Background: an optimization exercise with open tools, aiming at small area, a short achievable clock period and few clock cycles per item. Do not read the settings as production practice. The RTL was checked by simulation tests, not by an equivalence proof against the original design.

## gf_alu
module gf_alu (
    input  wire        clk,
    input  wire        rst,
    input  wire        start,
    input  wire [7:0]  op,
    input  wire [31:0] a,
    input  wire [31:0] b,
    output wire        ready,
    output reg         done,
    output wire [31:0] result,
    output reg         err,
    output wire [7:0]  errcode
);
==> flow/config.mk <==
export PLATFORM = sky130hd
export DESIGN_NAME = gf_alu
export DESIGN_NICKNAME = gf_alu
export VERILOG_FILES = /design/flow/design.v
export SDC_FILE = /design/flow/constraint.sdc
export NUM_CORES = 4
export LEC_CHECK = 0
export CAP_MARGIN = 20
export CORE_MARGIN = 2
export CORE_UTILIZATION = 50
export SETUP_SLACK_MARGIN = 2.4
export SLEW_MARGIN = 20
export TNS_END_PERCENT = 0
==> flow/constraint.sdc <==
create_clock -name core_clock -period 7.0 [get_ports {clk}]
set_input_delay 1.4000 -clock core_clock [delete_from_list [all_inputs] [get_ports {clk}]]
set_output_delay 1.4000 -clock core_clock [all_outputs]
set_load 0.01 [all_outputs]
run.sh (not shown) runs the stock make flow with config.mk's settings and CLKGATE_MAP_FILE= SYNTH_SCRIPT=/design/flow/synth_recipe.tcl, a recipe that flattens the netlist after the stock synthesis.
The first run passed the timing, design-rule and antenna checks.
Testbench counts at the start, summed over its fixed seeds: cycles 4,818, items 3,200.
Change:
Settings changed: CORE_UTILIZATION 50 to 30, SETUP_SLACK_MARGIN 2.4 to 2.8.
- synthesized cell count is unchanged
- global-route usage is lower by 12 points
- worst setup slack improves by 0.24 ns
- hold slack gains 0.012 ns
- clock-buffer cell count increases by 1
- die area came out higher by well over a third
- core utilization went down by 21 points
Change:
Settings changed: SETUP_SLACK_MARGIN 2.8 to 2.4.
=>
- clock-buffer cell count is higher by 1
- sequential share of layout area rises by 0.61 points
- utilization falls by 1.5 points
- global-route usage fell by 0.17 points
- routed wire length goes down by 1.8%
- design area shrinks by 4.1%
- hold slack degrades by 0.0033 ns
- worst setup slack loses 0.25 ns
- sequential cell count is unchanged

== indigo ==
Another version of the RTL of gf_alu (not shown whole).
Size in the first run: ~1500 cells after synthesis, about 70 flip-flops, about 11000 um2 of cells after synthesis.
clock: 7.0 ns
lec_check: 0
cap_margin: 20
core_margin: 2
core_utilization: 30
setup_slack_margin: 2.4
slew_margin: 20
Testbench counts of indigo, summed over its fixed seeds: cycles 4,818, items 3,200.
Inputs modified between indigo and sierra:
Settings: changing SETUP_SLACK_MARGIN from 2.4 to 2.8.
Findings:
Setup slack on sierra is ahead of indigo. sierra against indigo: total number of vias increased by 542 relative to the old numbers; required time of the worst setup path increased by 50 ps relative to the old numbers; wire length increased by about 4% relative to the old numbers. Per the comparison of sierra with indigo, placer's final routability congestion estimate shows an increase of 0.40%; core region area shows no meaningful change. sierra vs indigo: non-clock buffer count up by more than a quarter.
Input changes introduced in delta (baseline for comparison: sierra):
Settings: a change of SETUP_SLACK_MARGIN from 2.8 to 2.0.
Findings:
- delta: done, clean on timing, DRC and antenna
- delta: worst setup slack is 250 ps lower than what sierra reported.
- Diff sierra..delta | unique cell type count in the Yosys netlist | unchanged
- For area of all sequential standard cells, sierra and delta come out practically identical.

Another version of the RTL of gf_alu (not shown whole).
Size in the first run: ~120 I/O pins, ~11000 sq um of cells after synthesis.
clock: 7.0 ns
lec_check: 0
cap_margin: 20
core_margin: 2
core_utilization: 30
setup_slack_margin: 3.2
slew_margin: 20
tns_end_percent: 0
The first run ran to the end with no violations.
Testbench counts at the start, summed over its fixed seeds: cycles 4,818, items 3,200.
==> next run, changes <==
- CORE_UTILIZATION: 30 -> 50
- SETUP_SLACK_MARGIN: 3.2 -> 2.4
The new run went through all stages and came out clean.
Design area came out lower by about 7%.
Hold slack gets worse by 0.0095 ns.
Routed wire length came out lower by about 11%.
Global-route usage came out higher by 11 points.
Final cell count came out lower by about 12%.
==> next run, changes <==
- CORE_UTILIZATION: 50 -> 30
- TNS_END_PERCENT: 0 -> unset
Effect: The changed run passed the timing, design-rule and antenna checks; cell area rose by 3.8%; cell count went up by 12%; routed wire length rises by 6.1%; synthesized cell count is unchanged; first-iteration DRC count goes down by 13%; hold slack gets better by 0.0050 ns.
==> next run, changes <==
- TNS_END_PERCENT: unset -> 0
First-iteration DRC count drops by about 3%.
Die area is unchanged.
Via count barely changes.
Synthesized area is unchanged.
Routed wire length barely changes.
Worst hold slack hardly moves.
Cell area falls by 0.92%.
Flip-flop and latch count stays the same.

Another version of the RTL of gf_alu (not shown whole).
Size: ~1,400 cells after synthesis, ~120 I/O pins, about 11,000 um^2 of cells after synthesis.
clock: 7.0 ns
lec_check: 0
cap_margin: 20
core_margin: 2
core_utilization: 30
setup_slack_margin: 2.8
slew_margin: 20
tns_end_percent: 0
The baseline passed the timing, design-rule and antenna checks.
Testbench counts at the start, summed over its fixed seeds: cycles 4,818, items 3,200.
Edit:
- SETUP_SLACK_MARGIN: 2.8 -> 2.4
After rerunning:
- first-iteration DRC count grows by 8.4%
- synthesized cell count does not change
- area after synthesis stays the same
- design area decreases by 4.7%
- global-route usage goes down by 0.90 points
- worst setup slack loses 0.35 ns
- sequential share of layout area went up by 0.72 points
- sequential cell count stays the same
Edit:
- SETUP_SLACK_MARGIN: 2.4 -> 3.0
Register-to-register slack improves by 0.30 ns.
Setup slack improves by 0.40 ns.
Design area came out higher by 6.1%.
Final cell count goes up by 2.4%.
Edit:
- SETUP_SLACK_MARGIN: 3.0 -> 3.2
=> Routed wire length falls by about 2.6%. Core utilization hardly moves. Non-clock buffer count rises by 6. Global-route usage falls by 0.73 points. Count of clock-buffer cells in the layout rises by 1. Clock skew stays flat. Via count falls by 1.3%. Area after synthesis does not change.

Another version of the RTL of gf_alu (not shown whole).
Size: about 1400 cells after synthesis, roughly 70 flip-flops, ~120 I/O pins.
clock: 7.0 ns
lec_check: 0
cap_margin: 20
core_margin: 2
core_utilization: 30
setup_slack_margin: 2.8
slew_margin: 20
tns_end_percent: 0
Testbench counts at the start, summed over its fixed seeds: cycles 4,818, items 3,200.
Edit:
SETUP_SLACK_MARGIN = 2.4   (was 2.8)
Result: The changed run passed the timing, design-rule and antenna checks; cell area is lower by 8.3%; clock-buffer cell count grows by 1; area after synthesis stays the same.

Another version of the RTL of gf_alu (not shown whole).
For scale: about 1,500 cells after synthesis, roughly 70 flip-flops, ~120 I/O pins.
==> flow/config.mk <==
export PLATFORM = sky130hd
export DESIGN_NAME = gf_alu
export DESIGN_NICKNAME = gf_alu
export VERILOG_FILES = /design/flow/design.v
export SDC_FILE = /design/flow/constraint.sdc
export NUM_CORES = 4
export LEC_CHECK = 0
export CAP_MARGIN = 20
export CORE_MARGIN = 2
export CORE_UTILIZATION = 30
export SETUP_SLACK_MARGIN = 3.5
export SLEW_MARGIN = 20
==> flow/constraint.sdc <==
create_clock -name core_clock -period 7.0 [get_ports {clk}]
set_input_delay 1.4000 -clock core_clock [delete_from_list [all_inputs] [get_ports {clk}]]
set_output_delay 1.4000 -clock core_clock [all_outputs]
set_load 0.01 [all_outputs]
Testbench counts at the start, summed over its fixed seeds: cycles 5,162, items 3,200.
Change:
Settings changed: SETUP_SLACK_MARGIN 3.5 to default.
Critical path depth rose by 3.
Global-route usage decreases by 2.8 points.
Routed wire length went down by 14%.
Cell area shrinks by 20%.
Sequential share of layout area went up by 3.3 points.
Maximum frequency is lower by 19%.
Setup slack is worse by 1.1 ns.
Count of clock-buffer cells in the layout does not change.
Change:
Settings changed: SETUP_SLACK_MARGIN from default to 2.0.
- die area is unchanged
- wire length increases by about 1.2%
- setup slack gets better by 0.68 ns
- clock-buffer cell count stays the same
- utilization increases by 0.81 points
- synthesized area stays the same
- design area increases by about 2.4%
Change:
Settings changed: SETUP_SLACK_MARGIN 2.0 to 2.8.
Utilization climbs by 4.0 points.
Clock-buffer cell count is unchanged.
Final area climbs by 12%.
Sequential cell count does not change.
Clock skew hardly moves.
Final cell count climbs by 4.2%.
Global-route usage climbs by 0.68 points.

gf_alu, a different RTL version from the one above (not shown whole).
Size: ~1,500 cells after synthesis, roughly 70 flip-flops, about 0.011 mm^2 of cells after synthesis.
Settings: LEC_CHECK=0, CAP_MARGIN=20, CORE_MARGIN=2, CORE_UTILIZATION=30, SETUP_SLACK_MARGIN=2.8, SLEW_MARGIN=20; clock period 7.0 ns.
Testbench counts at the start, summed over its fixed seeds: cycles 4,818, items 3,200.
Next try:
--- a/flow/config.mk
+++ b/flow/config.mk
@@ -9,4 +9,4 @@
 export CORE_MARGIN = 2
 export CORE_UTILIZATION = 30
-export SETUP_SLACK_MARGIN = 2.8
+export SETUP_SLACK_MARGIN = 2.0
 export SLEW_MARGIN = 20
Count of clock-buffer cells in the layout stays the same; register-to-register slack degrades by 0.43 ns; hold slack improves by 0.019 ns; critical path depth climbs by 1; cell area drops by 14%; worst setup slack degrades by 0.37 ns; die area does not change; wire length drops by 11%.

==> separate check: timing with driven ports <==
The results above use ideal ports. As a check the final layouts listed here were re-extracted and re-timed, cells and wires unchanged. Step 1 sets driving cells, clkbuf_16 on the clock port and buf_2 on the other inputs (assumed; they add their load-dependent delay and slew). Step 2 moves the port delays by t, midway between the first and last clock arrival at a register: inputs arrive t later, outputs are due t later. That takes back most of the time a late clock gives input paths. a / b / c = no drivers / after step 1 / after step 2; a / b = the first two.
run	shift t [ns]	setup slack, ns	worst register clock-pin slew, ns
the first run of note 1	0.379	2.379 / 2.390 / 2.012	0.06 / 0.06
the second run of note 1	0.366	2.617 / 2.617 / 2.297	0.06 / 0.06
the third run of note 1	0.376	2.365 / 2.373 / 1.997	0.06 / 0.06
indigo	0.369	2.412 / 2.412 / 2.080	0.06 / 0.06
sierra	0.379	2.471 / 2.486 / 2.107	0.06 / 0.06
delta	0.362	2.221 / 2.229 / 1.868	0.06 / 0.06
the first run of note 3	0.387	2.617 / 2.617 / 2.345	0.07 / 0.07
the second run of note 3	0.382	2.447 / 2.447 / 2.089	0.06 / 0.06
the third run of note 3	0.393	2.513 / 2.537 / 2.144	0.06 / 0.06
the fourth run of note 3	0.392	2.497 / 2.520 / 2.128	0.07 / 0.07
the first run of note 4	0.367	2.830 / 2.830 / 2.477	0.06 / 0.06
the second run of note 4	0.374	2.482 / 2.484 / 2.109	0.06 / 0.06
the third run of note 4	0.377	2.878 / 2.878 / 2.549	0.06 / 0.06
the fourth run of note 4	0.370	2.785 / 2.785 / 2.463	0.07 / 0.07
the first run of note 5	0.372	2.708 / 2.708 / 2.414	0.06 / 0.06
the second run of note 5	0.367	2.302 / 2.314 / 1.946	0.06 / 0.06
the first run of note 6	0.390	2.463 / 2.463 / 2.463	0.07 / 0.07
the second run of note 6	0.393	1.393 / 1.393 / 1.393	0.07 / 0.07
the third run of note 6	0.391	2.077 / 2.077 / 2.077	0.07 / 0.07
the fourth run of note 6	0.395	2.414 / 2.414 / 2.414	0.07 / 0.07
the first run of note 7	0.378	2.436 / 2.428 / 2.050	0.07 / 0.07
the second run of note 7	0.377	2.071 / 2.089 / 1.713	0.06 / 0.06
After both steps every run listed still meets setup and hold. For the first run of note 7, which loses most, drivers alone change the setup slack by -0.008 ns; drivers and shift together by -0.386 ns.
